This is an optimization exercise on Yosys and OpenROAD, whose aim is a short achievable clock period and few clock cycles per item, not a production implementation.
No run shown here included a check of the RTL's function; only the layout flow was run.
No activity file was given, so power comes from the tool's default toggle rates.

## flow/design.v

```verilog
module remimo_core (
    input  wire        clk,
    input  wire        rst,         
    output wire        mem_req,
    output wire        mem_we,
    output wire [15:0] mem_addr,
    output wire [15:0] mem_wdata,
    input  wire        mem_ready,
    input  wire [15:0] mem_rdata,
    output wire        halted,
    output wire [1:0]  cause,       
    output wire [15:0] pc,
    output wire [15:0] r0,
    output wire [15:0] r1,
    output wire [15:0] r2,
    output wire [15:0] r3,
    output wire [3:0]  flags        
);
    localparam CAUSE_PC  = 2'd1;
    localparam CAUSE_OP  = 2'd2;
    localparam CAUSE_EA  = 2'd3;
    reg        halt_q;
    reg [1:0]  cause_q;
    reg [15:0] pc_q;                
    reg [15:0] fpc;                 
    reg [15:0] fpc1;                
    reg        req_q, we_q;         
    reg [15:0] addr_q;
    reg        lk_hit;
    reg [15:0] lk_tgt;
    reg [12:0] lk_off;
    reg        irv;                 
    reg        ir_pcf;              
    reg [15:0] ir;
    reg [15:0] epc;                 
    reg [15:0] epc1;                
    reg [15:0] epc2;                
    reg [15:0] opa;                 
    reg [15:0] opb;                 
    reg [15:0] opx;                 
    reg [15:0] opm;                 
    reg        cin;                 
    reg        c_and, c_or, c_ar, c_sub, c_sh, c_mov, c_mem, c_st;
    reg        c_b, c_bc, c_bad, c_fl;
    reg [3:0]  c_we;                
    reg        dph;
    reg        ld_a, ld_b;          
    reg        dhit;                
    reg        p_seq;               
    reg        p_tok;               
    reg        dst;
    reg [3:0]  dwe;                 
    reg [15:0] ea;
    reg [15:0] wd;
    reg [15:0] x0, x1, x2, x3;
    reg        fc, fn, fv, fz;
    localparam BTB_N = 8;
    reg [BTB_N-1:0] bt_v;
    reg [15:0]      bt_tag [0:BTB_N-1];
    reg [15:0]      bt_tgt [0:BTB_N-1];
    reg [12:0]      bt_off [0:BTB_N-1];   
    localparam IC_N = 16;
    reg [IC_N-1:0]  ic_v;
    reg [15:0]      ic_tag [0:IC_N-1];
    reg [15:0]      ic_dat [0:IC_N-1];
    reg             ic_hit;
    reg [15:0]      ic_word;
    function automatic cond_true(input [3:0] c, input f_c, input f_n, input f_v, input f_z);
        case (c)
            4'd0:  cond_true = f_z;
            4'd1:  cond_true = ~f_z;
            4'd2:  cond_true = f_c;
            4'd3:  cond_true = ~f_c;
            4'd4:  cond_true = f_n;
            4'd5:  cond_true = ~f_n;
            4'd6:  cond_true = f_v;
            4'd7:  cond_true = ~f_v;
            4'd8:  cond_true = f_c & ~f_z;
            4'd9:  cond_true = ~f_c | f_z;
            4'd10: cond_true = (f_n == f_v);
            4'd11: cond_true = (f_n != f_v);
            4'd12: cond_true = ~f_z & (f_n == f_v);
            4'd13: cond_true = f_z | (f_n != f_v);
            4'd14: cond_true = 1'b0;
            default: cond_true = 1'b1;
        endcase
    endfunction
    function automatic [16:0] kadd16(input [15:0] a, input [15:0] b, input ci);
        reg [15:0] p, g, gg, pp, ng, np;
        integer i, d;
        begin
            p  = a ^ b;
            g  = a & b;
            gg = g;
            gg[0] = g[0] | (p[0] & ci);
            pp = p;
            for (d = 1; d < 16; d = d * 2) begin
                ng = gg;
                np = pp;
                for (i = d; i < 16; i = i + 1) begin
                    ng[i] = gg[i] | (pp[i] & gg[i-d]);
                    np[i] = pp[i] & pp[i-d];
                end
                gg = ng;
                pp = np;
            end
            kadd16 = {gg[15], p ^ {gg[14:0], ci}};
        end
    endfunction
    function automatic eqk16(input [15:0] a, input [15:0] b, input [15:0] k);
        reg [15:0] t, c;
        begin
            t = a ^ b ^ k;
            c = (a & b) | ((a | b) & ~k);
            eqk16 = (t == {c[14:0], 1'b0});
        end
    endfunction
    function automatic [16:0] kinc16(input [15:0] a);
        reg [15:0] pp, np;
        integer i, d;
        begin
            pp = a;
            for (d = 1; d < 16; d = d * 2) begin
                np = pp;
                for (i = d; i < 16; i = i + 1)
                    np[i] = pp[i] & pp[i-d];
                pp = np;
            end
            kinc16 = {pp[15], a ^ {pp[14:0], 1'b1}};
        end
    endfunction
    wire ex_dp = mem_ready & ~ld_a & ~ld_b & ~dhit;
    wire ex    = irv & ~halt_q & (~dph | ex_dp);
    wire ex_ok = ex & ~ir_pcf;
    wire [16:0] sum17 = kadd16(opa, opx, cin);
    wire        ar_c  = sum17[16] ^ c_sub;
    wire        ar_v  = (opa[15] == opx[15]) & ((opa[15] != sum17[15]) ^ c_sub);
    wire [3:0] sh_amt = ir[3:0];
    reg [15:0] sh_val;
    always @(*) begin
        if (sh_amt == 4'd0)
            sh_val = opb;
        else if (!ir[6])
            sh_val = opb << sh_amt;
        else if (!ir[5])
            sh_val = opb >> sh_amt;
        else
            sh_val = $unsigned($signed(opb) >>> sh_amt);
        if (ir[7])
            sh_val = ~sh_val;
    end
    wire [15:0] res_o = ({16{c_and}} & (opa & opb))
                      | ({16{c_or}}  & (opa | opb))
                      | ({16{c_sh}}  & sh_val)
                      | ({16{c_mov}} & opm);
    wire [15:0] res   = c_ar ? sum17[15:0] : res_o;
    wire [15:0] z_p    = opa ^ opx;
    wire [15:0] z_k    = opa | opx;
    wire        z_ar   = (z_p == {z_k[14:0], cin});
    wire        z_fast = c_ar ? z_ar : c_and ? ~|(opa & opb) : ~|(opa | opb);
    wire        n_res  = c_ar ? sum17[15] : c_and ? (opa[15] & opb[15]) : (opa[15] | opb[15]);
    wire [3:0] ex_we = c_we & {4{ex_ok}};
    wire       ex_fl = c_fl & ex_ok;
    wire        ex_tk    = c_b | (c_bc & cond_true(ir[11:8], fc, fn, fv, fz));
    wire [15:0] ex_off   = {{8{ir[7]}}, ir[7:0]};
    wire [16:0] ex_bt    = kadd16(epc1, ex_off, 1'b0);
    wire [15:0] ex_tgt   = c_bc ? ex_bt[15:0] : {4'd0, ir[11:0]};
    wire        d_hit    = dph & dhit;
    wire        redirect = (ex_ok & (ex_tk ? ~p_tok : ~p_seq)) | d_hit;
    wire [15:0] redir_pc = d_hit ? epc : ex_tk ? ex_tgt : epc1;
    wire [16:0] ex_bt1   = kadd16(epc1, ex_off, 1'b1);
    wire [16:0] ex_bb1   = kinc16({4'd0, ir[11:0]});
    wire [15:0] ex_tgt1  = c_bc ? ex_bt1[15:0] : ex_bb1[15:0];
    wire [15:0] redir_p1 = d_hit ? epc1 : ex_tk ? ex_tgt1 : epc2;
    wire        ex_mem = ex_ok & c_mem;
    wire [16:0] ea17   = kadd16(opb, {8'd0, ir[7:0]}, 1'b0);
    wire f_pc = ex & ir_pcf;
    wire f_op = ex_ok & c_bad;
    wire f_ea = ex_mem & ea17[16];
    wire ex_fault = f_pc | f_op | f_ea;
    assign mem_req   = req_q;
    assign mem_we    = we_q;
    assign mem_addr  = addr_q;
    assign mem_wdata = wd;
    wire [15:0] w     = dph ? ic_word : mem_rdata;
    wire [16:0] fpc2c = kinc16(fpc1);
    wire [15:0] fpc2  = fpc2c[15:0];
    wire [3:0]  wop   = w[15:12];
    wire [1:0]  wd_r  = w[11:10];
    wire [1:0]  ws_r  = w[9:8];
    wire        wimm  = (wd_r == ws_r);
    wire        w_alu = (wop[3:2] == 2'b00);
    wire        w_ar  = (wop[3:1] == 3'b001);
    wire        w_sub = (wop == 4'd3);
    wire        w_bc  = (wop == 4'd9);
    reg [15:0] xa, xb;
    always @(*) begin
        case (wd_r)
            2'd0: xa = x0;
            2'd1: xa = x1;
            2'd2: xa = x2;
            default: xa = x3;
        endcase
        case (ws_r)
            2'd0: xb = x0;
            2'd1: xb = x1;
            2'd2: xb = x2;
            default: xb = x3;
        endcase
    end
    wire        fa_ex = ex_we[wd_r];
    wire        fb_ex = ex_we[ws_r];
    wire        fa_ld = dph & ~dst & dwe[wd_r];
    wire        fb_ld = dph & ~dst & dwe[ws_r];
    wire        immb  = w_alu & wimm;
    wire        w_rda = w_alu | (wop == 4'd5);
    wire        w_rdb = (w_alu & ~wimm) | (wop[3:1] == 3'b010) | (wop == 4'd6);
    wire [15:0] opa_e = fa_ex ? res_o : (fa_ld ? mem_rdata : xa);
    wire        opa_s = fa_ex & c_ar;
    wire [15:0] opa_n = opa_s ? sum17[15:0] : opa_e;
    wire [15:0] opb_e = immb ? {9'd0, w[6:0]} : (fb_ex ? res_o : (fb_ld ? mem_rdata : xb));
    wire        opb_s = ~immb & fb_ex & c_ar;
    wire [15:0] opb_n = opb_s ? sum17[15:0] : opb_e;
    wire [15:0] opx_n = opb_s ? (sum17[15:0] ^ {16{w_sub}}) : (opb_e ^ {16{w_sub}});
    wire [15:0] w_mr  = w[8] ? {w[7:0], 8'd0} : {8'd0, w[7:0]};
    wire [15:0] w_m   = w[9] ? ~w_mr : w_mr;
    wire        w_wr  = (w_alu & (wimm | ~w[4])) | (wop == 4'd6) | (wop == 4'd7);
    wire [3:0]  w_we  = {4{w_wr}} & (4'b0001 << wd_r);
    wire        w_cin = w_ar & ~wimm & w[5];
    wire        cin_n = (w_cin & ex_fl) ? (w_sub ^ (c_ar & ar_c))
                                        : (w_sub ^ (w_cin & fc));
    wire [15:0] r      = w;
    wire        r_isb  = (r[15:12] == 4'd8);
    wire        r_bc   = (r[15:12] == 4'd9);
    wire        r_eqne = (r[11:9] == 3'd0);
    wire        r_know = ~ex_fl | r_eqne | (r[11:9] == 3'd7);
    wire        r_cond = ~ex_fl ? cond_true(r[11:8], fc, fn, fv, fz)
                       : r_eqne ? (z_fast ^ r[8]) : r[8];
    wire        r_btb  = lk_hit & (r_isb | (r_bc & (~r_know | r_cond)));
    wire ic_ok   = ic_hit & ~(dst & (ea == fpc));
    wire ic_use  = dph & mem_ready & ic_ok & ~dhit & (~irv | (~ld_a & ~ld_b));
    wire if_ok   = ~halt_q & (dph ? ic_use : (fpc[15] | mem_ready));
    wire if_keep = if_ok & ~redirect & ~ex_fault;
    wire if_halt = if_keep & ~ex_mem & (fpc[15] | (r[15:12] > 4'd9));
    wire        f_go   = ~redirect & if_ok;
    wire        f_seq  = f_go & ~r_btb;
    wire        f_hold = ~redirect & ~if_ok;
    wire [15:0] fpc_e  = redirect ? redir_pc : (if_ok ? fpc1 : fpc);
    wire [15:0] fpc_n  = (f_go & r_btb) ? lk_tgt : fpc_e;
    wire [16:0] lk1c   = kinc16(lk_tgt);
    wire [15:0] fpc1_e = redirect ? redir_p1 : (if_ok ? fpc2 : fpc1);
    wire [15:0] fpc1_n = (f_go & r_btb) ? lk1c[15:0] : fpc1_e;
    wire [2:0]  bl_i   = fpc1[2:0];
    wire        bl_hit = bt_v[bl_i] & (bt_tag[bl_i] == fpc1);
    wire        st_now = dph & dst & mem_ready;
    wire [3:0]  il_i   = fpc1[3:0];
    wire        il_hit = ic_v[il_i] & (ic_tag[il_i] == fpc1) & ~(st_now & (ea == fpc1));
    wire dph_n  = (ex_mem & ~f_ea) | (dph & ~mem_ready);
    wire halt_n = ex_fault | if_halt;
    wire [3:0] ld_we = dwe & {4{dph & mem_ready}};
    always @(posedge clk) begin
        if (rst) begin
            x0 <= 16'd0;
            x1 <= 16'd0;
            x2 <= 16'd0;
            x3 <= 16'd0;
        end else begin
            if (ex_we[0]) x0 <= res; else if (ld_we[0]) x0 <= mem_rdata;
            if (ex_we[1]) x1 <= res; else if (ld_we[1]) x1 <= mem_rdata;
            if (ex_we[2]) x2 <= res; else if (ld_we[2]) x2 <= mem_rdata;
            if (ex_we[3]) x3 <= res; else if (ld_we[3]) x3 <= mem_rdata;
        end
    end
    always @(posedge clk) begin
        if (rst) begin
            fc <= 1'b0;
            fn <= 1'b0;
            fv <= 1'b0;
            fz <= 1'b0;
        end else if (ex_fl) begin
            fc <= c_ar & ar_c;
            fn <= n_res;
            fv <= c_ar & ar_v;
            fz <= z_fast;
        end
    end
    reg        bu_en, bu_tk;
    reg [15:0] bu_pc, bu_tgt;
    reg [12:0] bu_off;
    always @(posedge clk) begin
        bu_tk  <= ex_tk;
        bu_pc  <= epc;
        bu_tgt <= ex_tgt;
        bu_off <= ir[12:0];
        if (rst) begin
            bu_en <= 1'b0;
            bt_v  <= {BTB_N{1'b0}};
        end else begin
            bu_en <= ex_ok & (c_bc | c_b);
            if (bu_en)
                bt_v[bu_pc[2:0]] <= bu_tk;
        end
    end
    always @(posedge clk) begin
        if (bu_en) begin
            bt_tag[bu_pc[2:0]] <= bu_pc;
            bt_tgt[bu_pc[2:0]] <= bu_tgt;
            bt_off[bu_pc[2:0]] <= bu_off;
        end
    end
    reg        fl_en;
    reg [15:0] fl_a, fl_d;
    wire       fl_st = st_now & (ea == fl_a);
    always @(posedge clk) begin
        fl_a <= fpc;
        fl_d <= mem_rdata;
        if (rst) begin
            fl_en <= 1'b0;
            ic_v  <= {IC_N{1'b0}};
        end else begin
            fl_en <= ~dph & ~halt_q & mem_ready & ~fpc[15];
            if (fl_en)
                ic_v[fl_a[3:0]] <= 1'b1;
        end
    end
    integer ii;
    always @(posedge clk) begin
        for (ii = 0; ii < IC_N; ii = ii + 1) begin
            if (fl_en && fl_a[3:0] == ii) begin
                ic_tag[ii] <= fl_a;
                ic_dat[ii] <= fl_st ? wd : fl_d;
            end else if (st_now && ic_tag[ii] == ea) begin
                ic_dat[ii] <= wd;
            end
        end
    end
    wire ld_done = dph & mem_ready & ~dst;
    wire cap = ~dph | ic_use;
    always @(posedge clk) begin
        if (!cap) begin
            if (ld_done & ld_a)
                opa <= mem_rdata;
            if (ld_done & ld_b) begin
                opb <= mem_rdata;
                opx <= mem_rdata ^ {16{c_sub}};
            end
        end else begin
            opa <= opa_n;
            opb <= opb_n;
            opx <= opx_n;
        end
    end
    always @(posedge clk) begin
        if (cap) begin
        ir     <= w;
        opm    <= w_m;
        cin    <= cin_n;
        c_and  <= (wop == 4'd0);
        c_or   <= (wop == 4'd1);
        c_ar   <= w_ar;
        c_sub  <= w_sub;
        c_sh   <= (wop == 4'd6);
        c_mov  <= (wop == 4'd7);
        c_mem  <= (wop[3:1] == 3'b010);
        c_st   <= (wop == 4'd5);
        c_b    <= (wop == 4'd8);
        c_bc   <= w_bc;
        c_bad  <= (wop > 4'd9);
        c_fl   <= w_alu & w[7];
        c_we   <= w_we;
        end
    end
    always @(posedge clk) begin
        if (rst) begin
            halt_q  <= 1'b0;
            cause_q <= 2'd0;
            pc_q    <= 16'd0;
            fpc     <= 16'd0;
            fpc1    <= 16'd1;
            lk_hit  <= 1'b0;
            lk_tgt  <= 16'd0;
            lk_off  <= 13'd0;
            dhit    <= 1'b0;
            p_seq   <= 1'b0;
            p_tok   <= 1'b0;
            ic_hit  <= 1'b0;
            ic_word <= 16'd0;
            req_q   <= 1'b1;
            we_q    <= 1'b0;
            addr_q  <= 16'd0;
            irv     <= 1'b0;
            ir_pcf  <= 1'b0;
            epc     <= 16'd0;
            epc1    <= 16'd0;
            epc2    <= 16'd0;
            dph     <= 1'b0;
            ld_a    <= 1'b0;
            ld_b    <= 1'b0;
            dst     <= 1'b0;
            dwe     <= 4'd0;
            ea      <= 16'd0;
            wd      <= 16'd0;
        end else if (!halt_q) begin
            fpc    <= fpc_n;
            fpc1   <= fpc1_n;
            dph    <= dph_n;
            halt_q <= halt_n;
            req_q  <= ~halt_n & (dph_n | ~fpc_n[15]);
            we_q   <= (dph & ~mem_ready) ? dst : (ex_mem & c_st);
            addr_q <= (dph & ~mem_ready) ? ea : ex_mem ? ea17[15:0] : fpc_n;
            if (f_seq) begin
                lk_hit  <= bl_hit;
                lk_tgt  <= bt_tgt[bl_i];
                lk_off  <= bt_off[bl_i];
                ic_hit  <= il_hit;
                ic_word <= ic_dat[il_i];
            end else if (!f_hold) begin
                lk_hit <= 1'b0;
                ic_hit <= 1'b0;
            end else if (st_now && ea == fpc) begin
                ic_hit <= 1'b0;
            end
            begin
                if (ex & (ir_pcf | c_bad | c_mem)) begin
                    cause_q <= ir_pcf ? CAUSE_PC : c_bad ? CAUSE_OP : CAUSE_EA;
                    pc_q    <= epc;
                end else begin
                    cause_q <= fpc[15] ? CAUSE_PC : CAUSE_OP;
                    pc_q    <= fpc;
                end
                if (ex_mem) begin
                    ld_a <= ~c_st & w_rda & (wd_r == ir[11:10]);
                    ld_b <= ~c_st & w_rdb & (ws_r == ir[11:10]);
                    dhit <= c_st & if_keep & eqk16(opb, {8'd0, ir[7:0]}, fpc);
                    dst <= c_st;
                    dwe <= {4{~c_st}} & (4'b0001 << ir[11:10]);
                    ea  <= ea17[15:0];
                    wd  <= opa;
                end
                if (cap | ex | d_hit) begin
                    irv    <= if_keep;
                end
                if (cap) begin
                    p_seq  <= ~r_btb;
                    p_tok  <= r_btb & (r[12:0] == lk_off);
                    ir_pcf <= fpc[15];
                    epc    <= fpc;
                    epc1   <= fpc1;
                    epc2   <= fpc2;
                end
            end
        end
    end
    assign halted = halt_q;
    assign cause  = cause_q;
    assign pc     = pc_q;
    assign r0     = x0;
    assign r1     = x1;
    assign r2     = x2;
    assign r3     = x3;
    assign flags  = {fc, fn, fv, fz};
endmodule
```

## flow/run.sh

```bash
#!/bin/bash
# synth_recipe.tcl (not shown) runs the flow's synth.tcl, then flattens the netlist and writes it again
# the make line also repeats each setting of config.mk as NAME=value (left out here)
make -C /OpenROAD-flow-scripts/flow DESIGN_CONFIG=/design/flow/config.mk WORK_HOME=/design/flow/orfs CLKGATE_MAP_FILE= SYNTH_SCRIPT=/design/flow/synth_recipe.tcl finish
```

## flow/config.mk

```make
export PLATFORM = sky130hd
export DESIGN_NAME = remimo_core
export DESIGN_NICKNAME = remimo_core
export VERILOG_FILES = /design/flow/design.v
export SDC_FILE = /design/flow/constraint.sdc
export NUM_CORES = 4
export LEC_CHECK = 0
export CAP_MARGIN = 20
export CORE_MARGIN = 2
export CORE_UTILIZATION = 40
export SETUP_SLACK_MARGIN = 5.0
export SLEW_MARGIN = 20
export TNS_END_PERCENT = 0
```

## flow/constraint.sdc

```tcl
create_clock -name core_clock -period 7.0 [get_ports {clk}]
set_input_delay 1.4000 -clock core_clock [delete_from_list [all_inputs] [get_ports {clk}]]
set_output_delay 1.4000 -clock core_clock [all_outputs]
set_load 0.01 [all_outputs]
```

==> results of run 1 <==
[worst paths after layout]
check	end	start	slack [ps]	cells after the start
worst max-delay path	ic_word[15]	opa[3]	3270	15
worst min-delay path	bu_off[10]	ir[10]	410	0
worst max register to register	ic_word[15]	opa[3]	3270	15
worst min register to register	bu_off[10]	ir[10]	410	0
[power breakdown]
group | internal (mW) | leakage (nW) | switching (mW)
clock network | 4.69 | 2.44 | 3.40
registers | 9.04 | 12.2 | 0.647
logic | 2.08 | 12.8 | 3.46
total | 15.8 | 27.5 | 7.50
[cell usage in the layout (no fill, tap or decap), drive strengths merged, types with 57 or more instances in the layout]
cell type        n
nand4           82
o21ai          344
a221oi         106
a211oi         158
a22o            95
clkbuf         210
a21oi          372
ha              85
nor4            74
xor2           304
xnor2          231
inv            131
edfxtp         966
buf            374
a311oi          57
nand2          731
nor3            64
dfxtp          383
mux4           126
and3            75
nor2           438
nand3          135
mux2i          160
clkdlybuf4s50  131
[final cells by class]
type	instances	area share, %
clock buffers	203	5.38
inverters	133	0.701
repair inverters	2	0.0174
well taps	2204	3.49
flip-flops and latches	1349	46.4
diodes	2	0.00633
multi-input cells	4132	37.0
clock inverters	71	0.917
repair buffers	519	6.09
[metrics by stage]
step / utilization, % / cell area [um2]
CTS: 46.4 / 77600
detailed placement: 42.7 / 71500
finish: 47.2 / 79100
global placement: 42.7 / 71400
floorplan: - / 67600
global route: 47.2 / 79100
[cells by family after synthesis]
| kind of cell | after synthesis | synth area share (%) |
|---|---|---|
| xor+xnor | 535 | 6.94 |
| mux | 312 | 7.02 |
| simple gates | 1727 | 11.4 |
| fa+ha+maj | 99 | 1.98 |
| flops | 1349 | 54.3 |
| buf+inv | 679 | 3.85 |
| compound gates | 1454 | 14.4 |
[metal layers]
metal	vias to the layer above	track usage, %	wire length [um]
li1	23000	-	-
met1	26400	39.4	101000
met2	3571	44.2	114000
met3	683	6.19	29400
met4	2	12.3	13400
met5	-	0	13
[worst max-delay path, cell delays in order, from the launching register on]
cell      delay [ps]
edfxtp_1         440
inv_1             90
ha_1             370
xnor2_1          410
or4_4            220
nor4_4            40
a211oi_2         410
mux2i_2          320
a21oi_4          120
buf_12           150
buf_16           120
nor2_4           260
buf_6            190
buf_4            180
nor2_1            50
a211oi_1         240
[state kept, by name (all words and copies together) (netlist names), 104 cells and up, named ones only]
register  cells
bt_off      104
ic_tag      256
bt_tag      128
ic_dat      256
bt_tgt      128
[what timing repair did]
action / 4_1_cts / 5_1_grt
buffers inserted: 72 / 91
pin swaps: 21 / 42
resized for setup: 127 / 128
cloned: 6 / 10
hold buffers: 0 / 0
setup endpoints to repair: 1684 / 1704
==> reports/qor.yml, run 1 <==
timing:
  finalCritPeriodShare_pct: 53.3
  tns_ps: 0
  fin_ws_ps: 3270
  slew_headroom_pct: 17.6
  final-setup-viol-count: 0
  fmax_mhz: 268
  worst_pin_slew_ps: 1200
  hold_slack_ps: 414
  grt_setup_unrepaired: "true"
  maxSlewViolCount: 0
  layout_min_cycle_time_ps: 3730
  finClkSkew_ps: 41.8
  hold_violations: 0
placed_design:
  gp_congestion: 1.00
  place_inst: 8159
  dp_worst_setup_slack_ps: 1350
  dp_hpwl_um: 167000
  portBuffers: 139
clock_tree:
  insertion_delay_ps: 810
  tritoncts: "done"
  htreeDepth: 4
  cts-root-buf: "clkbuf_16"
  cts_buffers: 150
  clockBufferDepth: 3
  numClockSinks: 1349
  path_clk_slew_ps: 60
floorplanning:
  initial_core_util_pct: 40.3
  rows: 150
  core-area_mm2: 0.167
  die-area_mm2: 0.172
  fp.dieH_um: 415
  io_pins: 140
  die-width_um: 415
layout:
  nets: 6404
  multi_input_area_mm2: 0.0292
  synthToLayoutAreaGrowth_pct: 17.2
  fin_cells: 8615
  drive_gt1_share_pct: 15.7
  nFillCells: 15200
  final-seq-area_mm2: 0.0367
global_route:
  grt_pass1_wl_um: 364000
  track_usage_pct: 28.8
  grt_pass1_vias: 49700
  antenna_found_initial: 12
  grt_overflow_total: 0
  grt_max_degree: 173
synthesis:
  synth-seq-cells: 1349
  synth_area_leaders: "edfxtp_1 43%, dfxtp_1 11%, mux4_2 4.2%, nand2_1 4.1%, xor2_1 3.9%"
  async_reset_ff_share_pct: 0
  ys_top_cells_by_count: "966 x edfxtp_1, 730 x nand2_1, 436 x nor2_1, 417 x clkbuf_1, 383 x dfxtp_1"
  synth.distinct_cells: 92
  yosys_warnings: 3
  yosysTopAreaCell: "edfxtp_1"
  yosysTopAreaCellShare_pct: 43.0
  yosysMostFrequentCell: "edfxtp_1"
  synth_ff_type: "edfxtp_1"
  syn_avg_cell_area_um2: 11.0
  synth_nets: 6272
  synthCells: 6155
  synth_edf_count: 966
  syn_area_mm2: 0.0675
  ys_seq_area_share_pct: 54.3
detailed_routing:
  totalWireLength_um: 258000
  vias: 53700
  avgViaCountPerCell: 6.23
  drcViolationCount: 0
  postRouteAntennaNets: 0
  wire_per_inst_um: 30.0
  firstDrtPassIters: 8
  drt_iter0_drc: 8290
flow_run:
  drv_cap: 0
power:
  power_mw: 23.3
  power_density_mw_per_mm2: 295
  leakage_nw: 27.5
  irDropWorstVdd_v: 0.000264
critical_path:
  cp_data_arrival_time_ps: 4430
  cp-start-kind: "flip-flop"
  cp.required_ps: 7700
  worst-path-max-fanout: 8
  path_class: "flip-flop to flip-flop"
  end_kind: "flip-flop"
worst_hold_path:
  min_path_type: "flip-flop to flip-flop"
run_status:
  outcome: "timing/DRC/antenna clean"
==> run 2, diff against run 1 <==
--- a/flow/design.v
+++ b/flow/design.v
@@ -27,7 +27,4 @@
     reg        req_q, we_q;         
     reg [15:0] addr_q;
-    reg        lk_hit;
-    reg [15:0] lk_tgt;
-    reg [12:0] lk_off;
     reg        irv;                 
     reg        ir_pcf;              
@@ -55,9 +52,4 @@
     reg [15:0] x0, x1, x2, x3;
     reg        fc, fn, fv, fz;
-    localparam BTB_N = 8;
-    reg [BTB_N-1:0] bt_v;
-    reg [15:0]      bt_tag [0:BTB_N-1];
-    reg [15:0]      bt_tgt [0:BTB_N-1];
-    reg [12:0]      bt_off [0:BTB_N-1];   
     localparam IC_N = 16;
     reg [IC_N-1:0]  ic_v;
@@ -186,4 +178,12 @@
     wire [16:0] fpc2c = kinc16(fpc1);
     wire [15:0] fpc2  = fpc2c[15:0];
+    wire [16:0] f1hpc = kinc16({8'd0, fpc1[15:8]});
+    wire [16:0] f1hmc = kadd16({8'd0, fpc1[15:8]}, 16'hffff, 1'b0);
+    wire [16:0] f2hpc = kinc16({8'd0, fpc2[15:8]});
+    wire [16:0] f2hmc = kadd16({8'd0, fpc2[15:8]}, 16'hffff, 1'b0);
+    wire [7:0]  f1_hp = f1hpc[7:0];
+    wire [7:0]  f1_hm = f1hmc[7:0];
+    wire [7:0]  f2_hp = f2hpc[7:0];
+    wire [7:0]  f2_hm = f2hmc[7:0];
     wire [3:0]  wop   = w[15:12];
     wire [1:0]  wd_r  = w[11:10];
@@ -231,5 +231,5 @@
                                         : (w_sub ^ (w_cin & fc));
     wire [15:0] r      = w;
-    wire        r_isb  = (r[15:12] == 4'd8);
+    wire        r_b    = (r[15:12] == 4'd8);
     wire        r_bc   = (r[15:12] == 4'd9);
     wire        r_eqne = (r[11:9] == 3'd0);
@@ -237,5 +237,9 @@
     wire        r_cond = ~ex_fl ? cond_true(r[11:8], fc, fn, fv, fz)
                        : r_eqne ? (z_fast ^ r[8]) : r[8];
-    wire        r_btb  = lk_hit & (r_isb | (r_bc & (~r_know | r_cond)));
+    wire        r_jt   = r_bc & (r_know ? r_cond : r[7]);
+    wire [16:0] tl0c   = kadd16({8'd0, fpc1[7:0]}, {8'd0, r[7:0]}, 1'b0);
+    wire [16:0] tl1c   = kadd16({8'd0, fpc2[7:0]}, {8'd0, r[7:0]}, 1'b0);
+    wire [15:0] r_tgt  = {(tl0c[8] == r[7]) ? fpc1[15:8] : tl0c[8] ? f1_hp : f1_hm, tl0c[7:0]};
+    wire [15:0] r_tgt1 = {(tl1c[8] == r[7]) ? fpc2[15:8] : tl1c[8] ? f2_hp : f2_hm, tl1c[7:0]};
     wire ic_ok   = ic_hit & ~(dst & (ea == fpc));
     wire ic_use  = dph & mem_ready & ic_ok & ~dhit & (~irv | (~ld_a & ~ld_b));
@@ -244,13 +248,11 @@
     wire if_halt = if_keep & ~ex_mem & (fpc[15] | (r[15:12] > 4'd9));
     wire        f_go   = ~redirect & if_ok;
-    wire        f_seq  = f_go & ~r_btb;
+    wire        f_seq  = f_go & ~r_b & ~r_jt;
     wire        f_hold = ~redirect & ~if_ok;
     wire [15:0] fpc_e  = redirect ? redir_pc : (if_ok ? fpc1 : fpc);
-    wire [15:0] fpc_n  = (f_go & r_btb) ? lk_tgt : fpc_e;
-    wire [16:0] lk1c   = kinc16(lk_tgt);
+    wire [15:0] fpc_n  = (f_go & r_b) ? {4'd0, r[11:0]} : (f_go & r_jt) ? r_tgt : fpc_e;
+    wire [16:0] rb1c   = kinc16({4'd0, r[11:0]});
     wire [15:0] fpc1_e = redirect ? redir_p1 : (if_ok ? fpc2 : fpc1);
-    wire [15:0] fpc1_n = (f_go & r_btb) ? lk1c[15:0] : fpc1_e;
-    wire [2:0]  bl_i   = fpc1[2:0];
-    wire        bl_hit = bt_v[bl_i] & (bt_tag[bl_i] == fpc1);
+    wire [15:0] fpc1_n = (f_go & r_b) ? rb1c[15:0] : (f_go & r_jt) ? r_tgt1 : fpc1_e;
     wire        st_now = dph & dst & mem_ready;
     wire [3:0]  il_i   = fpc1[3:0];
@@ -285,28 +287,4 @@
         end
     end
-    reg        bu_en, bu_tk;
-    reg [15:0] bu_pc, bu_tgt;
-    reg [12:0] bu_off;
-    always @(posedge clk) begin
-        bu_tk  <= ex_tk;
-        bu_pc  <= epc;
-        bu_tgt <= ex_tgt;
-        bu_off <= ir[12:0];
-        if (rst) begin
-            bu_en <= 1'b0;
-            bt_v  <= {BTB_N{1'b0}};
-        end else begin
-            bu_en <= ex_ok & (c_bc | c_b);
-            if (bu_en)
-                bt_v[bu_pc[2:0]] <= bu_tk;
-        end
-    end
-    always @(posedge clk) begin
-        if (bu_en) begin
-            bt_tag[bu_pc[2:0]] <= bu_pc;
-            bt_tgt[bu_pc[2:0]] <= bu_tgt;
-            bt_off[bu_pc[2:0]] <= bu_off;
-        end
-    end
     reg        fl_en;
     reg [15:0] fl_a, fl_d;
@@ -378,7 +356,4 @@
             fpc     <= 16'd0;
             fpc1    <= 16'd1;
-            lk_hit  <= 1'b0;
-            lk_tgt  <= 16'd0;
-            lk_off  <= 13'd0;
             dhit    <= 1'b0;
             p_seq   <= 1'b0;
@@ -410,11 +385,7 @@
             addr_q <= (dph & ~mem_ready) ? ea : ex_mem ? ea17[15:0] : fpc_n;
             if (f_seq) begin
-                lk_hit  <= bl_hit;
-                lk_tgt  <= bt_tgt[bl_i];
-                lk_off  <= bt_off[bl_i];
                 ic_hit  <= il_hit;
                 ic_word <= ic_dat[il_i];
             end else if (!f_hold) begin
-                lk_hit <= 1'b0;
                 ic_hit <= 1'b0;
             end else if (st_now && ea == fpc) begin
@@ -442,6 +413,6 @@
                 end
                 if (cap) begin
-                    p_seq  <= ~r_btb;
-                    p_tok  <= r_btb & (r[12:0] == lk_off);
+                    p_seq  <= ~r_b & ~r_jt;
+                    p_tok  <= r_b | r_jt;
                     ir_pcf <= fpc[15];
                     epc    <= fpc;
==> reports/qor.yml, run 2 <==
run_status:
  outcome: "timing/DRC/antenna clean"
global_route:
  grt.busiest_layer: "met2"
  grt.met3_usage_pct: 7.63  # +1.4 points
  track_usage_pct: 32.8  # +4.0 points
  antenna_found_initial: 7  # -5
  grt_max_degree: 110  # -36%
  grt_overflow_total: 0  # unchanged
  grt_use_met1_pct: 44.0  # +4.6 points
  met2_usage_pct: 48.8  # +4.6 points
  grt_pass1_vias: 43500  # -12%
  grt_pass1_wl_um: 318000  # -13%
detailed_routing:
  drcViolationCount: 0  # unchanged
  postRouteAntennaNets: 0  # unchanged
  vias: 47000  # -12%
  drt_iter0_drc: 7136  # -14%
  avgViaCountPerCell: 6.42  # +3.0%
  wire_per_inst_um: 30.7  # +2.3%
  firstDrtPassIters: 6  # -2
  totalWireLength_um: 225000  # -13%
clock_tree:
  cts-root-buf: "clkbuf_16"
  hold_buffers: 0  # unchanged
  numClockSinks: 900  # -33%
  clockBufferDepth: 3  # unchanged
  htreeDepth: 3  # -1
  cts_buffers: 101  # -33%
  tritoncts: "done"
  insertion_delay_ps: 720  # -90 ps
  path_clk_slew_ps: 60  # about the same
synthesis:
  synth.distinct_cells: 94  # +2.2%
  synth_ff_type: "edfxtp_1"
  synth-seq-cells: 900  # -33%
  synth_nets: 5655  # -9.8%
  yosys_warnings: 3  # unchanged
  ys_seq_area_share_pct: 46.2  # -8.2 points
  synthCells: 5519  # -10%
  yosysMostFrequentCell: "nand2_1"
  yosysTopAreaCell: "edfxtp_1"
  async_reset_ff_share_pct: 0  # unchanged
  synth_edf_count: 605  # -37%
  yosysTopAreaCellShare_pct: 34.8  # -8.2 points
  syn_avg_cell_area_um2: 9.45  # -14%
  ys_top_cells_by_count: "646 x nand2_1, 605 x edfxtp_1, 446 x nor2_1, 387 x a21oi_1, 387 x clkbuf_1"
  syn_area_mm2: 0.0522  # -23%
  synth_area_leaders: "edfxtp_1 35%, dfxtp_1 11%, xor2_1 4.7%, nand2_1 4.6%, xnor2_1 4.0%"
layout:
  layout_commonest_cell: "nand2_1"
  final-seq-area_mm2: 0.0241  # -34%
  nFillCells: 12200  # -20%
  top_regs: "ic_dat: 256 flops, ic_tag: 256 flops"
  nets: 5630  # -12%
  drive_gt1_share_pct: 11.0  # -4.8 points
  mostFrequentLayoutCells: "642 x nand2_1, 605 x edfxtp_1, 441 x nor2_1"
  fin_cells: 7321  # -15%
  synthToLayoutAreaGrowth_pct: 14.7
  multi_input_area_mm2: 0.0262  # -10%
  stdcell_area_mm2: 0.0598  # -24%
critical_path:
  crit_chain: "buf_4, inv_1, ha_2, and2_2, buf_4, a222oi_1, nand3_1, or4_1, o21ai_0, xnor2_1, nand2_1, nor4_2, nand4_1, a21oi_1"
  path_delay_family: "simple AND/OR/NAND/NOR gates"
  r2r_cells: 14  # -1
  cp.required_ps: 7620  # -80 ps
  cp-start-kind: "flip-flop"
  critical_path.slowest_cell: "or4_1"
  cp_num_buf_inv: 3  # -2
  crit_top_cell: "buf_4"
  critical_path_depth: 14  # -1
  path_class: "flip-flop to flip-flop"
  end_kind: "flip-flop"
  worst-path-max-fanout: 14  # +6
  cpPeakStageDelay_ps: 450  # about the same
  cp_data_arrival_time_ps: 4870  # +440 ps
timing:
  fmax_mhz: 235  # -12%
  finalCritPeriodShare_pct: 60.8  # +7.4 points
  finClkSkew_ps: 28.3  # -13.5 ps
  slew_headroom_pct: 21.3  # +3.7 points
  tns_ps: 0  # unchanged
  hold_slack_ps: 456  # +41.3 ps
  grt_setup_unrepaired: "true"
  layout_min_cycle_time_ps: 4250  # +520 ps
  final-setup-viol-count: 0  # unchanged
  hold_violations: 0  # unchanged
  maxSlewViolCount: 0  # unchanged
  worst_pin_slew_ps: 1180  # -22.1 ps
floorplanning:
  initial_core_util_pct: 40.3  # about the same
  die-width_um: 365  # -12%
  fp.dieH_um: 365  # -12%
  rows: 132  # -12%
  io_pins: 140  # unchanged
  core-area_mm2: 0.129  # -23%
  die-area_mm2: 0.133  # -23%
placed_design:
  place_inst: 7076  # -13%
  portBuffers: 139  # unchanged
  dp_hpwl_um: 151000  # -9.4%
  gp_congestion: 0.991  # -0.97%
  dpl_cell_area_mm2: 0.0554  # -23%
power:
  power_density_mw_per_mm2: 438  # +49%
  netSwitchingPower_mw: 11.8  # +58%
  internal_power_mw: 14.4  # -9.1%
  power_mw: 26.2  # +12%
  leakage_nw: 21.2  # -23%
  p_comb_share_pct: 46.9  # +23 points
  irDropWorstVdd_v: 0.000307  # +16%
  sw_frac_of_total_pct: 45.1  # +13 points
  power_frac_seq_pct: 31.9  # -9.7 points
  clkPwrFrac_pct: 21.2  # -14 points
worst_hold_path:
  hold-path-cell-count: 0  # unchanged
  min_path_type: "flip-flop to flip-flop"
flow_run:
  drv_cap: 0  # unchanged
run 2: cell count changes in the layout (fill, tap and decap cells not counted), sizes merged, moves of 26 or more:
cell / change
edfxtp: -361
buf: -136
mux4: -99
dfxtp: -88
nand2: -84
mux2i: -75
clkbuf: -61
o21ai: +34
a211oi: +26
run 2: layout make-up:
class                   instances  share of cell area (%)
diodes                          1                 0.00418
inverters                     139                   0.960
repair buffers                376                    5.57
clock inverters                42                   0.816
well taps                    1742                    3.64
multi-input cells            3975                    43.8
flip-flops and latches        900                    40.3
clock buffers                 145                    4.89
repair inverters                1                  0.0105
run 2: path summary, 6_finish.rpt:
kind	start	end	slack, ps
min	fpc[0]	fl_a[0]	460
max	fpc1[0]	ic_hit	2750
min reg2reg	fpc[0]	fl_a[0]	460
max reg2reg	fpc1[0]	ic_hit	2750
run 2: logic make-up (layout without fill, tap and decap cells):
logic type | after synthesis | in the layout | synth area share (%)
adders and majority gates | 118 | 118 | 3.04
buffers and inverters | 644 | 703 | 4.80
DFF | 900 | 900 | 46.2
muxes | 133 | 133 | 3.31
other | 0 | 1 | 0
xor gates and xnor gates | 518 | 518 | 8.70
AOI/OAI and AO/OA | 1528 | 1528 | 19.4
and+or+nand+nor | 1678 | 1678 | 14.6
run 2: what timing repair did:
action                     in CTS  in global routing
cloned                          1                  1
setup endpoints to repair    1337               1332
pin swaps                      15                  4
gates resized for setup       105                 47
buffers inserted               39                 15
run 2: through the flow:
| step | setup WS, ps | utilization (%) |
|---|---|---|
| after floorplan | 2290 | - |
| after global placement | 1120 | 42.8 |
| after detailed placement | 1130 | 42.8 |
| after CTS | 2790 | 45.9 |
| after global routing | 2690 | 46.2 |
| final | 2750 | 46.2 |
run 2: layer usage:
metal  up-vias  routed length (um)
met5         -                  69
met4        10               14700
met3       642               27600
met2      3380               95600
met1     22800               86700
li1      20200                   -
run 2: power groups by stage:
stage	registers, mW	logic, mW	clock network, mW
6_report	8.36	12.3	5.54
5_1_grt	8.37	13.0	5.74
4_1_cts	8.30	11.7	5.55
3_5_place_dp	8.42	11.3	0
3_3_place_gp	8.43	11.2	0
2_1_floorplan	7.39	7.69	0
==> run 3, diff against run 2 <==
--- a/flow/config.mk
+++ b/flow/config.mk
@@ -8,5 +8,5 @@
 export CAP_MARGIN = 20
 export CORE_MARGIN = 2
-export CORE_UTILIZATION = 40
+export CORE_UTILIZATION = 30
 export SETUP_SLACK_MARGIN = 5.0
 export SLEW_MARGIN = 20
==> reports/qor.yml, run 3 <==
power:
  clkPwrFrac_pct: 21.1  # about the same
  power_frac_seq_pct: 31.9  # about the same
  leakage_nw: 21.1  # -0.65%
  power_density_mw_per_mm2: 426  # -2.8%
  sw_frac_of_total_pct: 44.9  # -0.20 points
  netSwitchingPower_mw: 11.6  # -2.2%
  internal_power_mw: 14.2  # -1.4%
  irDropWorstVdd_v: 0.000255  # -17%
  p_comb_share_pct: 47.0  # about the same
synthesis:
  synth.distinct_cells: 94  # unchanged
  synth_nets: 5655  # unchanged
  syn_avg_cell_area_um2: 9.45  # unchanged
  synth_area_leaders: "edfxtp_1 35%, dfxtp_1 11%, xor2_1 4.7%, nand2_1 4.6%, xnor2_1 4.0%"
  yosysTopAreaCell: "edfxtp_1"
  ys_seq_area_share_pct: 46.2  # unchanged
  yosysTopAreaCellShare_pct: 34.8  # unchanged
  async_reset_ff_share_pct: 0  # unchanged
  synth-seq-cells: 900  # unchanged
  synth_edf_count: 605  # unchanged
  syn_area_mm2: 0.0522  # unchanged
  yosys_warnings: 3  # unchanged
  synth_ff_type: "edfxtp_1"
  ys_top_cells_by_count: "646 x nand2_1, 605 x edfxtp_1, 446 x nor2_1, 387 x a21oi_1, 387 x clkbuf_1"
  synthCells: 5519  # unchanged
  yosysMostFrequentCell: "nand2_1"
critical_path:
  r2r_cells: 13  # -1
  worstReg2RegStart: "fpc1[3]"
  cpPeakStageDelay_ps: 600  # +150 ps
  critical_path_depth: 13  # -1
  end_kind: "flip-flop"
  path_class: "flip-flop to flip-flop"
  crit_top_cell: "nand4_1"
  reg2reg_slack_ps: 2610  # -130 ps
  path_delay_family: "simple AND/OR/NAND/NOR gates"
  worst-path-max-fanout: 34  # +20
  cp.required_ps: 7640  # +20 ps
  cp_data_arrival_time_ps: 5030  # +160 ps
  cp_num_buf_inv: 2  # -1
  critical_path.slowest_cell: "and2_1"
  crit_chain: "buf_12, nor2b_1, and2_1, buf_4, a22oi_1, and3_1, nand4_1, o21ai_0, xor2_1, nand4_1, nor4_1, nand4_1, a21oi_1"
  cp-start-kind: "flip-flop"
  r2r-end: "ic_hit"
detailed_routing:
  drt_iter0_drc: 6760  # -5.3%
  postRouteAntennaNets: 0  # unchanged
  wl_met3_um: 24300  # -12%
  route.met2.wl_um: 99500  # +4.1%
  totalWireLength_um: 222000  # -1.2%
  drcViolationCount: 0  # unchanged
  avgViaCountPerCell: 5.89  # -8.3%
  wire_per_inst_um: 28.1  # -8.4%
  highest_layer: "met5"
  vias: 46600  # -1.0%
  wl_met1_um: 86500  # -0.20%
  firstDrtPassIters: 9  # +3
clock_tree:
  insertion_delay_ps: 730  # about the same
  clockBufferDepth: 3  # unchanged
  hold_buffers: 0  # unchanged
  cts_buffers: 101  # unchanged
  path_clk_slew_ps: 60  # about the same
  htreeDepth: 3  # unchanged
  tritoncts: "done"
  cts-root-buf: "clkbuf_16"
  numClockSinks: 900  # unchanged
floorplanning:
  die-area_mm2: 0.177  # +33%
  initial_core_util_pct: 30.1  # -10 points
  rows: 153  # +16%
  io_pins: 140  # unchanged
  core-area_mm2: 0.173  # +34%
  fp.dieH_um: 421  # +15%
  die-width_um: 421  # +15%
worst_hold_path:
  hold_path.startpoint: "fpc[6]"
  min_to: "fl_a[6]"
  hold-path-cell-count: 0  # unchanged
  min_path_type: "flip-flop to flip-flop"
global_route:
  grt_pass1_wl_um: 317000  # -0.47%
  grt_max_degree: 82  # -25%
  grt_overflow_total: 0  # unchanged
  track_usage_pct: 24.0  # -8.7 points
  antenna_found_initial: 4  # -3
  grt_pass1_vias: 43700  # +0.52%
flow_run:
  drv_cap: 0  # unchanged
placed_design:
  dp_hpwl_um: 150000  # -0.69%
  gp_congestion: 0.980  # -1.1%
  portBuffers: 139  # unchanged
  dp_worst_setup_slack_ps: 1130  # -0.490 ps
layout:
  drive_gt1_share_pct: 10.6  # -0.38 points
  nets: 5621  # -0.16%
  nFillCells: 17400  # +43%
  layout_commonest_cell: "nand2_1"
  finalCoreUtilization_pct: 34.9  # -11 points
  final-seq-area_mm2: 0.0241  # about the same
  synthToLayoutAreaGrowth_pct: 15.8
  mostFrequentLayoutCells: "637 x nand2_1, 605 x edfxtp_1, 441 x nor2_1"
  multi_input_area_mm2: 0.0262  # about the same
  top_regs: "ic_dat: 256 flops, ic_tag: 256 flops"
timing:
  tns_ps: 0  # unchanged
  maxSlewViolCount: 0  # unchanged
  fmax_mhz: 228  # -3.1%
  slew_headroom_pct: 21.9  # +0.66 points
  finalCritPeriodShare_pct: 62.7  # +1.9 points
  finClkSkew_ps: 54.4  # +26.1 ps
  hold_violations: 0  # unchanged
  worst_pin_slew_ps: 1170  # -13.0 ps
  grt_setup_unrepaired: "true"
  fin_ws_ps: 2610  # -134 ps
  layout_min_cycle_time_ps: 4390  # +134 ps
  hold_slack_ps: 462  # +6.41 ps
  final-setup-viol-count: 0  # unchanged
run_status:
  outcome: "timing/DRC/antenna clean"
## run 3: cell count changes in the layout (fill, tap and decap cells not counted), moves of 5 or more
cell,previous run,this run
nand2_1,642,637
mux2i_2,9,16
nand2_2,3,9
buf_4,214,208
mux2i_1,68,61
bufinv_16,8,3
clkbuf_1,25,31
buf_6,14,9
## run 3: per-stage QoR
stage,total power [mW],cells,cell area (um2)
5_1_grt,26.7,7897,60400
2_1_floorplan,15.1,5519,52200
3_3_place_gp,19.5,7663,56200
4_1_cts,25.2,7876,59900
3_5_place_dp,19.6,7663,56200
6_report,25.7,7900,60400
## run 3: power by group through the flow
stage | registers [mW] | logic [mW] | clock network [mW]
2_1_floorplan | 7.39 | 7.69 | 0
3_3_place_gp | 8.23 | 11.2 | 0
3_5_place_dp | 8.23 | 11.3 | 0
4_1_cts | 8.12 | 11.6 | 5.46
5_1_grt | 8.21 | 12.8 | 5.65
6_report | 8.19 | 12.1 | 5.44
## run 3: repair_timing
| item | in CTS | in global routing |
|---|---|---|
| resized for setup | 75 | 55 |
| setup buffers | 23 | 18 |
| pin swaps | 11 | 16 |
| endpoints found under the setup margin | 1337 | 1331 |
| cloned | 1 | 0 |
## run 3: area by class of cell
class / instances / area share [%]
timing repair buffer: 367 / 5.41
antenna: 4 / 0.0166
clock inverter: 39 / 0.626
inverter: 139 / 0.936
clock buffer: 150 / 4.90
tap: 2325 / 4.82
multi-input combinational: 3976 / 43.4
sequential: 900 / 39.9
## run 3: kinds of logic (layout without fill, tap and decap cells)
group	after synthesis	after routing	synth area share, %
AOI/OAI and AO/OA	1528	1528	19.4
and+or+nand+nor	1678	1678	14.6
other	0	4	0
muxes	133	134	3.31
DFF	900	900	46.2
xor gates and xnor gates	518	518	8.70
buffers and inverters	644	695	4.80
adders and majority gates	118	118	3.04
## run 3: worst max-delay path by stage
stage | start | endpoint | slack [ps]
3_5_place_dp | mem_ready | addr_q[0] | 1130
5_1_grt | ir[1] | req_q | 2640
4_1_cts | mem_rdata[0] | req_q | 2620
3_3_place_gp | mem_ready | addr_q[0] | 1160
6_report | fpc1[3] | ic_hit | 2610
2_1_floorplan | mem_rdata[0] | req_q | 2290
## run 3: metal layers
| layer | vias up | GRT usage [%] |
|---|---|---|
| li1 | 20100 | - |
| met4 | 4 | 10.8 |
| met1 | 22600 | 32.0 |
| met3 | 619 | 4.48 |
| met5 | - | 0 |
| met2 | 3146 | 37.8 |
## run 3: worst reg2reg max path, stage by stage (launching register included)
cell and delay [ps]:
dfxtp_2 430, buf_12 280, nor2b_1 600, and2_1 600
buf_4 510, a22oi_1 230, and3_1 230, nand4_1 190
o21ai_0 160, xor2_1 150, nand4_1 100, nor4_1 410
nand4_1 220, a21oi_1 190
==> run 4, diff against run 3 <==
--- a/flow/design.v
+++ b/flow/design.v
@@ -27,4 +27,13 @@
     reg        req_q, we_q;         
     reg [15:0] addr_q;
+    reg        tr_seq, tr_hold;
+    reg        q0_bhit, q1_bhit, q0_ihit, q1_ihit;
+    reg [15:0] q0_tgt, q1_tgt, q0_word, q1_word;
+    reg [7:0]  q0_off, q1_off;
+    wire       lk_hit  = tr_seq ? q1_bhit : (tr_hold & q0_bhit);
+    wire [15:0] lk_tgt = tr_seq ? q1_tgt : q0_tgt;
+    wire [7:0] lk_off  = tr_seq ? q1_off : q0_off;
+    wire       ic_hit  = tr_seq ? q1_ihit : (tr_hold & q0_ihit);
+    wire [15:0] ic_word = tr_seq ? q1_word : q0_word;
     reg        irv;                 
     reg        ir_pcf;              
@@ -52,10 +61,13 @@
     reg [15:0] x0, x1, x2, x3;
     reg        fc, fn, fv, fz;
+    localparam BTB_N = 8;
+    reg [BTB_N-1:0] bt_v;
+    reg [15:0]      bt_tag [0:BTB_N-1];
+    reg [15:0]      bt_tgt [0:BTB_N-1];
+    reg [7:0]       bt_off [0:BTB_N-1];   
     localparam IC_N = 16;
     reg [IC_N-1:0]  ic_v;
     reg [15:0]      ic_tag [0:IC_N-1];
     reg [15:0]      ic_dat [0:IC_N-1];
-    reg             ic_hit;
-    reg [15:0]      ic_word;
     function automatic cond_true(input [3:0] c, input f_c, input f_n, input f_v, input f_z);
         case (c)
@@ -178,12 +190,4 @@
     wire [16:0] fpc2c = kinc16(fpc1);
     wire [15:0] fpc2  = fpc2c[15:0];
-    wire [16:0] f1hpc = kinc16({8'd0, fpc1[15:8]});
-    wire [16:0] f1hmc = kadd16({8'd0, fpc1[15:8]}, 16'hffff, 1'b0);
-    wire [16:0] f2hpc = kinc16({8'd0, fpc2[15:8]});
-    wire [16:0] f2hmc = kadd16({8'd0, fpc2[15:8]}, 16'hffff, 1'b0);
-    wire [7:0]  f1_hp = f1hpc[7:0];
-    wire [7:0]  f1_hm = f1hmc[7:0];
-    wire [7:0]  f2_hp = f2hpc[7:0];
-    wire [7:0]  f2_hm = f2hmc[7:0];
     wire [3:0]  wop   = w[15:12];
     wire [1:0]  wd_r  = w[11:10];
@@ -231,15 +235,14 @@
                                         : (w_sub ^ (w_cin & fc));
     wire [15:0] r      = w;
-    wire        r_b    = (r[15:12] == 4'd8);
-    wire        r_bc   = (r[15:12] == 4'd9);
-    wire        r_eqne = (r[11:9] == 3'd0);
-    wire        r_know = ~ex_fl | r_eqne | (r[11:9] == 3'd7);
-    wire        r_cond = ~ex_fl ? cond_true(r[11:8], fc, fn, fv, fz)
-                       : r_eqne ? (z_fast ^ r[8]) : r[8];
-    wire        r_jt   = r_bc & (r_know ? r_cond : r[7]);
-    wire [16:0] tl0c   = kadd16({8'd0, fpc1[7:0]}, {8'd0, r[7:0]}, 1'b0);
-    wire [16:0] tl1c   = kadd16({8'd0, fpc2[7:0]}, {8'd0, r[7:0]}, 1'b0);
-    wire [15:0] r_tgt  = {(tl0c[8] == r[7]) ? fpc1[15:8] : tl0c[8] ? f1_hp : f1_hm, tl0c[7:0]};
-    wire [15:0] r_tgt1 = {(tl1c[8] == r[7]) ? fpc2[15:8] : tl1c[8] ? f2_hp : f2_hm, tl1c[7:0]};
+    wire [15:0] rm     = mem_rdata;
+    wire [15:0] rc     = ic_word;
+    wire        rm_b   = (rm[15:12] == 4'd8);
+    wire        rc_b   = (rc[15:12] == 4'd8);
+    wire        r_b    = dph ? rc_b : rm_b;
+    wire        rm_btb = (rm[15:12] == 4'd9) & lk_hit &
+                         (ex_fl ? ((rm[11:9] != 3'd7) | rm[8]) : cond_true(rm[11:8], fc, fn, fv, fz));
+    wire        rc_btb = (rc[15:12] == 4'd9) & lk_hit &
+                         (ex_fl ? ((rc[11:9] != 3'd7) | rc[8]) : cond_true(rc[11:8], fc, fn, fv, fz));
+    wire        r_btb  = dph ? rc_btb : rm_btb;
     wire ic_ok   = ic_hit & ~(dst & (ea == fpc));
     wire ic_use  = dph & mem_ready & ic_ok & ~dhit & (~irv | (~ld_a & ~ld_b));
@@ -248,14 +251,23 @@
     wire if_halt = if_keep & ~ex_mem & (fpc[15] | (r[15:12] > 4'd9));
     wire        f_go   = ~redirect & if_ok;
-    wire        f_seq  = f_go & ~r_b & ~r_jt;
+    wire        f_seq  = f_go & ~r_b & ~r_btb;
     wire        f_hold = ~redirect & ~if_ok;
     wire [15:0] fpc_e  = redirect ? redir_pc : (if_ok ? fpc1 : fpc);
-    wire [15:0] fpc_n  = (f_go & r_b) ? {4'd0, r[11:0]} : (f_go & r_jt) ? r_tgt : fpc_e;
-    wire [16:0] rb1c   = kinc16({4'd0, r[11:0]});
+    wire [15:0] fpc_n  = (f_go & r_b) ? {4'd0, r[11:0]} : (f_go & r_btb) ? lk_tgt : fpc_e;
+    wire [16:0] rb1m   = kinc16({4'd0, rm[11:0]});
+    wire [16:0] rb1k   = kinc16({4'd0, rc[11:0]});
+    wire [15:0] rb1c   = dph ? rb1k[15:0] : rb1m[15:0];
+    wire [16:0] lk1c   = kinc16(lk_tgt);
     wire [15:0] fpc1_e = redirect ? redir_p1 : (if_ok ? fpc2 : fpc1);
-    wire [15:0] fpc1_n = (f_go & r_b) ? rb1c[15:0] : (f_go & r_jt) ? r_tgt1 : fpc1_e;
+    wire [15:0] fpc1_n = (f_go & r_b) ? rb1c : (f_go & r_btb) ? lk1c[15:0] : fpc1_e;
+    wire [2:0]  bl_i   = fpc1[2:0];
+    wire        bl_hit = bt_v[bl_i] & (bt_tag[bl_i] == fpc1);
+    wire [2:0]  bl0_i  = fpc[2:0];
+    wire        bl0_hit = bt_v[bl0_i] & (bt_tag[bl0_i] == fpc);
     wire        st_now = dph & dst & mem_ready;
     wire [3:0]  il_i   = fpc1[3:0];
     wire        il_hit = ic_v[il_i] & (ic_tag[il_i] == fpc1) & ~(st_now & (ea == fpc1));
+    wire [3:0]  il0_i  = fpc[3:0];
+    wire        il0_hit = ic_v[il0_i] & (ic_tag[il0_i] == fpc) & ~(st_now & (ea == fpc));
     wire dph_n  = (ex_mem & ~f_ea) | (dph & ~mem_ready);
     wire halt_n = ex_fault | if_halt;
@@ -287,4 +299,28 @@
         end
     end
+    reg        bu_en, bu_tk;
+    reg [15:0] bu_pc, bu_tgt;
+    reg [7:0]  bu_off;
+    always @(posedge clk) begin
+        bu_tk  <= ex_tk;
+        bu_pc  <= epc;
+        bu_tgt <= ex_bt[15:0];
+        bu_off <= ir[7:0];
+        if (rst) begin
+            bu_en <= 1'b0;
+            bt_v  <= {BTB_N{1'b0}};
+        end else begin
+            bu_en <= ex_ok & c_bc;
+            if (bu_en)
+                bt_v[bu_pc[2:0]] <= bu_tk;
+        end
+    end
+    always @(posedge clk) begin
+        if (bu_en) begin
+            bt_tag[bu_pc[2:0]] <= bu_pc;
+            bt_tgt[bu_pc[2:0]] <= bu_tgt;
+            bt_off[bu_pc[2:0]] <= bu_off;
+        end
+    end
     reg        fl_en;
     reg [15:0] fl_a, fl_d;
@@ -313,4 +349,16 @@
         end
     end
+    always @(posedge clk) begin
+        q1_bhit <= bl_hit;
+        q1_tgt  <= bt_tgt[bl_i];
+        q1_off  <= bt_off[bl_i];
+        q1_ihit <= il_hit;
+        q1_word <= ic_dat[il_i];
+        q0_bhit <= bl0_hit;
+        q0_tgt  <= bt_tgt[bl0_i];
+        q0_off  <= bt_off[bl0_i];
+        q0_ihit <= il0_hit;
+        q0_word <= ic_dat[il0_i];
+    end
     wire ld_done = dph & mem_ready & ~dst;
     wire cap = ~dph | ic_use;
@@ -356,9 +404,9 @@
             fpc     <= 16'd0;
             fpc1    <= 16'd1;
+            tr_seq  <= 1'b0;
+            tr_hold <= 1'b0;
             dhit    <= 1'b0;
             p_seq   <= 1'b0;
             p_tok   <= 1'b0;
-            ic_hit  <= 1'b0;
-            ic_word <= 16'd0;
             req_q   <= 1'b1;
             we_q    <= 1'b0;
@@ -384,12 +432,6 @@
             we_q   <= (dph & ~mem_ready) ? dst : (ex_mem & c_st);
             addr_q <= (dph & ~mem_ready) ? ea : ex_mem ? ea17[15:0] : fpc_n;
-            if (f_seq) begin
-                ic_hit  <= il_hit;
-                ic_word <= ic_dat[il_i];
-            end else if (!f_hold) begin
-                ic_hit <= 1'b0;
-            end else if (st_now && ea == fpc) begin
-                ic_hit <= 1'b0;
-            end
+            tr_seq  <= f_seq;
+            tr_hold <= f_hold;
             begin
                 if (ex & (ir_pcf | c_bad | c_mem)) begin
@@ -413,6 +455,6 @@
                 end
                 if (cap) begin
-                    p_seq  <= ~r_b & ~r_jt;
-                    p_tok  <= r_b | r_jt;
+                    p_seq  <= ~r_b & ~r_btb;
+                    p_tok  <= r_b | (r_btb & (r[7:0] == lk_off));
                     ir_pcf <= fpc[15];
                     epc    <= fpc;
--- a/flow/config.mk
+++ b/flow/config.mk
@@ -8,6 +8,5 @@
 export CAP_MARGIN = 20
 export CORE_MARGIN = 2
-export CORE_UTILIZATION = 30
+export CORE_UTILIZATION = 40
 export SETUP_SLACK_MARGIN = 5.0
 export SLEW_MARGIN = 20
-export TNS_END_PERCENT = 0
==> reports/qor.yml, run 4 <==
detailed_routing:
  drcViolationCount: 0  # unchanged
  firstDrtPassIters: 12  # +3
  avgViaCountPerCell: 6.97  # +18%
  drt_iter0_drc: 13200  # +95%
  vias: 72900  # +57%
  wire_per_inst_um: 37.0  # +32%
  postRouteAntennaNets: 0  # unchanged
  totalWireLength_um: 387000  # +74%
synthesis:
  yosys_warnings: 3  # unchanged
  synth_ff_type: "edfxtp_1"
  syn_area_mm2: 0.0732  # +40%
  synth-seq-cells: 1345  # +49%
  yosysTopAreaCell: "edfxtp_1"
  ys_top_cells_by_count: "925 x edfxtp_1, 789 x nand2_1, 482 x nor2_1, 436 x clkbuf_1, 420 x dfxtp_1"
  synth_nets: 6992  # +24%
  synth_edf_count: 925  # +53%
  yosysMostFrequentCell: "edfxtp_1"
  async_reset_ff_share_pct: 0  # unchanged
  synth.distinct_cells: 95  # +1.1%
  ys_seq_area_share_pct: 49.4  # +3.3 points
  synthCells: 6872  # +25%
  synth_area_leaders: "edfxtp_1 38%, dfxtp_1 11%, mux4_2 6.9%, nand2_1 4.0%, xnor2_1 3.6%"
  syn_avg_cell_area_um2: 10.7  # +13%
  yosysTopAreaCellShare_pct: 37.9  # +3.1 points
floorplanning:
  die-width_um: 432  # +2.6%
  rows: 157  # +2.6%
  fp.dieH_um: 432  # +2.6%
  core-area_mm2: 0.182  # +5.3%
  die-area_mm2: 0.186  # +5.2%
  initial_core_util_pct: 40.1  # +10 points
  io_pins: 140  # unchanged
power:
  netSwitchingPower_mw: 19.9  # +73%
  power_mw: 45.3  # +76%
  power_frac_seq_pct: 26.0  # -5.9 points
  p_comb_share_pct: 55.6  # +8.6 points
  irDropWorstVdd_v: 0.000275  # +7.9%
  clkPwrFrac_pct: 18.4  # -2.7 points
  sw_frac_of_total_pct: 44.0  # -0.91 points
  leakage_nw: 38.3  # +82%
  power_density_mw_per_mm2: 427  # +0.24%
  internal_power_mw: 25.4  # +79%
global_route:
  grt_overflow_total: 0  # unchanged
  grt_max_degree: 106  # +29%
  grt_pass1_vias: 66100  # +51%
  grt_pass1_wl_um: 510000  # +61%
  track_usage_pct: 38.6  # +15 points
  antenna_found_initial: 15  # +11
clock_tree:
  htreeDepth: 4  # +1
  hold_buffers: 0  # unchanged
  clockBufferDepth: 3  # unchanged
  cts-root-buf: "clkbuf_16"
  cts_buffers: 153  # +51%
  tritoncts: "done"
  path_clk_slew_ps: 60  # about the same
  numClockSinks: 1345  # +49%
  insertion_delay_ps: 860  # +130 ps
critical_path:
  cpPeakStageDelay_ps: 620  # +20 ps
  path_class: "input pin to flip-flop"
  end_kind: "flip-flop"
  critical_path.slowest_cell: "mux4_2"
  cp.required_ps: 7590  # -50 ps
  cp-start-kind: "input pin"
  worst-path-max-fanout: 12  # -65%
  crit_chain: "buf_6, buf_8, or4b_4, a211oi_4, buf_12, buf_8, nand2_8, mux4_2, nor2_4, nor2_4, o211ai_1, o211ai_2, xnor2_1, a21oi_1"
  cp_data_arrival_time_ps: 4320  # -710 ps
timing:
  tns_ps: 0  # unchanged
  finalCritPeriodShare_pct: 53.3  # -9.4 points
  hold_slack_ps: 432  # -29.7 ps
  finClkSkew_ps: 64.6  # +10.2 ps
  worst_pin_slew_ps: 1040  # -124 ps
  hold_violations: 0  # unchanged
  grt_setup_unrepaired: "true"
  final-setup-viol-count: 0  # unchanged
  maxSlewViolCount: 0  # unchanged
  fmax_mhz: 268  # +18%
  slew_headroom_pct: 28.5  # +6.6 points
  layout_min_cycle_time_ps: 3730  # -658 ps
  fin_ws_ps: 3270  # +658 ps
flow_run:
  drv_cap: 0  # unchanged
worst_hold_path:
  min_path_type: "flip-flop to flip-flop"
placed_design:
  portBuffers: 139  # unchanged
  place_inst: 8972  # +17%
  dpl_cell_area_mm2: 0.0786  # +40%
  dp_hpwl_um: 210000  # +40%
  dp_worst_setup_slack_ps: 1110  # -16.0 ps
  gp_congestion: 1.07  # +8.8%
layout:
  finalCoreUtilization_pct: 58.2  # +23 points
  fin_cells: 10500  # +32%
  layout_commonest_cell: "edfxtp_1"
  drive_gt1_share_pct: 42.2  # +32 points
  stdcell_area_mm2: 0.106  # +76%
  nets: 8052  # +43%
  mostFrequentLayoutCells: "925 x edfxtp_1, 695 x buf_4, 671 x nand2_1"
  top_regs: "ic_dat: 256 flops, ic_tag: 256 flops"
  synthToLayoutAreaGrowth_pct: 45.0
run_status:
  outcome: "timing/DRC/antenna clean"
## run 4: cell count changes in the layout (fill, tap and decap cells not counted), sizes merged, moves of 88 or more
cell,before,now
buf,229,1417
dfxtp,295,420
clkdlybuf4s50,129,6
nand2,647,808
clkbuf,153,241
a22oi,67,194
mux4,27,226
edfxtp,605,925
## run 4: cells by family after synthesis
group	share of synthesized area (%)
simple gates	12.0
compound gates	15.8
flops	49.4
buf+inv	4.02
xor+xnor	6.96
mux	9.92
fa+ha+maj	1.87
## run 4: layer usage
layer / wire length [um] / global-route usage, % / vias to the layer above
met3: 62400 / 16.7 / 2413
met4: 39700 / 27.0 / 34
met5: 722 / 0.625 / -
li1: - / - / 28100
met2: 155000 / 54.3 / 7045
met1: 129000 / 47.4 / 35300
## run 4: what timing repair did
item	4_1_cts	5_1_grt
endpoints found under the setup margin	1709	1399
cloned	102	28
resized for setup	2325	677
pin swaps	429	327
buffers inserted	815	244
## run 4: final cells by class
cell class / instances / area (um2)
Fill cell: 14000 / 76400
Multi-Input combinational cell: 4819 / 42700
Sequential cell: 1345 / 36700
Timing Repair Buffer: 1470 / 17700
Clock buffer: 222 / 4390
Tap cell: 2385 / 2980
Clock inverter: 62 / 718
Inverter: 136 / 712
Timing Repair inverter: 7 / 148
Antenna cell: 13 / 32.5
## run 4: worst paths after layout
kind | to | cells past startpoint | slack [ps] | start
worst max-delay path | opx[5] | 14 | 3270 | mem_ready
worst min-delay path | fl_a[13] | 0 | 430 | fpc[13]
worst max register to register | opx[10] | 15 | 3290 | opa[0]
worst min register to register | fl_a[13] | 0 | 430 | fpc[13]
## run 4: power groups by stage
| stage | combinational [mW] | sequential (mW) | clock [mW] |
|---|---|---|---|
| final | 25.2 | 11.8 | 8.35 |
| after global routing | 25.4 | 11.8 | 8.61 |
| after CTS | 21.7 | 11.6 | 8.28 |
| after detailed placement | 14.7 | 12.1 | 0 |
| after global placement | 14.6 | 12.1 | 0 |
| after floorplan | 10.3 | 11.0 | 0 |
## run 4: worst max-delay path: cells and delay by family
family | cells | cell delay [ps]
multiplexers | 1 | 620
XOR/XNOR | 1 | 180
AO/OA/AOI/OAI | 4 | 690
buffers and inverters | 4 | 510
AND/OR/NAND/NOR | 4 | 880

## what the ideal ports hide
Ports are ideal in the flow. The routed layouts listed here were re-timed in OpenROAD.
Step 1 sets driving cells, clkbuf_16 on the clock port and buf_2 on the other inputs (assumed; they add their load-dependent delay and slew).
Step 2 times the ports against the registers' clock, not the clock port: input delays grow and output delays shrink by t, the midpoint of the rising clock arrivals with the driver on.
Three values: ideal, step 1, step 2; two values: the first two.
run | t, ns | setup WS [ns] | hold slack, ns | latest minus earliest clock arrival (ns)
run 1 | 0.875 | 3.266 / 3.266 / 2.423 | 0.414 / 0.414 / 0.414 | 0.045 / 0.046
run 2 | 0.782 | 2.746 / 2.746 / 2.005 | 0.456 / 0.456 / 0.456 | 0.031 / 0.032
run 3 | 0.779 | 2.612 / 2.612 / 1.944 | 0.462 / 0.462 / 0.462 | 0.055 / 0.056
run 4 | 0.936 | 3.270 / 3.292 / 2.400 | 0.432 / 0.432 / 0.432 | 0.068 / 0.067
After both steps setup and hold are still met in every run listed. For run 4, which loses most, drivers alone change the setup slack by +0.022 ns; drivers and shift together by -0.870 ns.
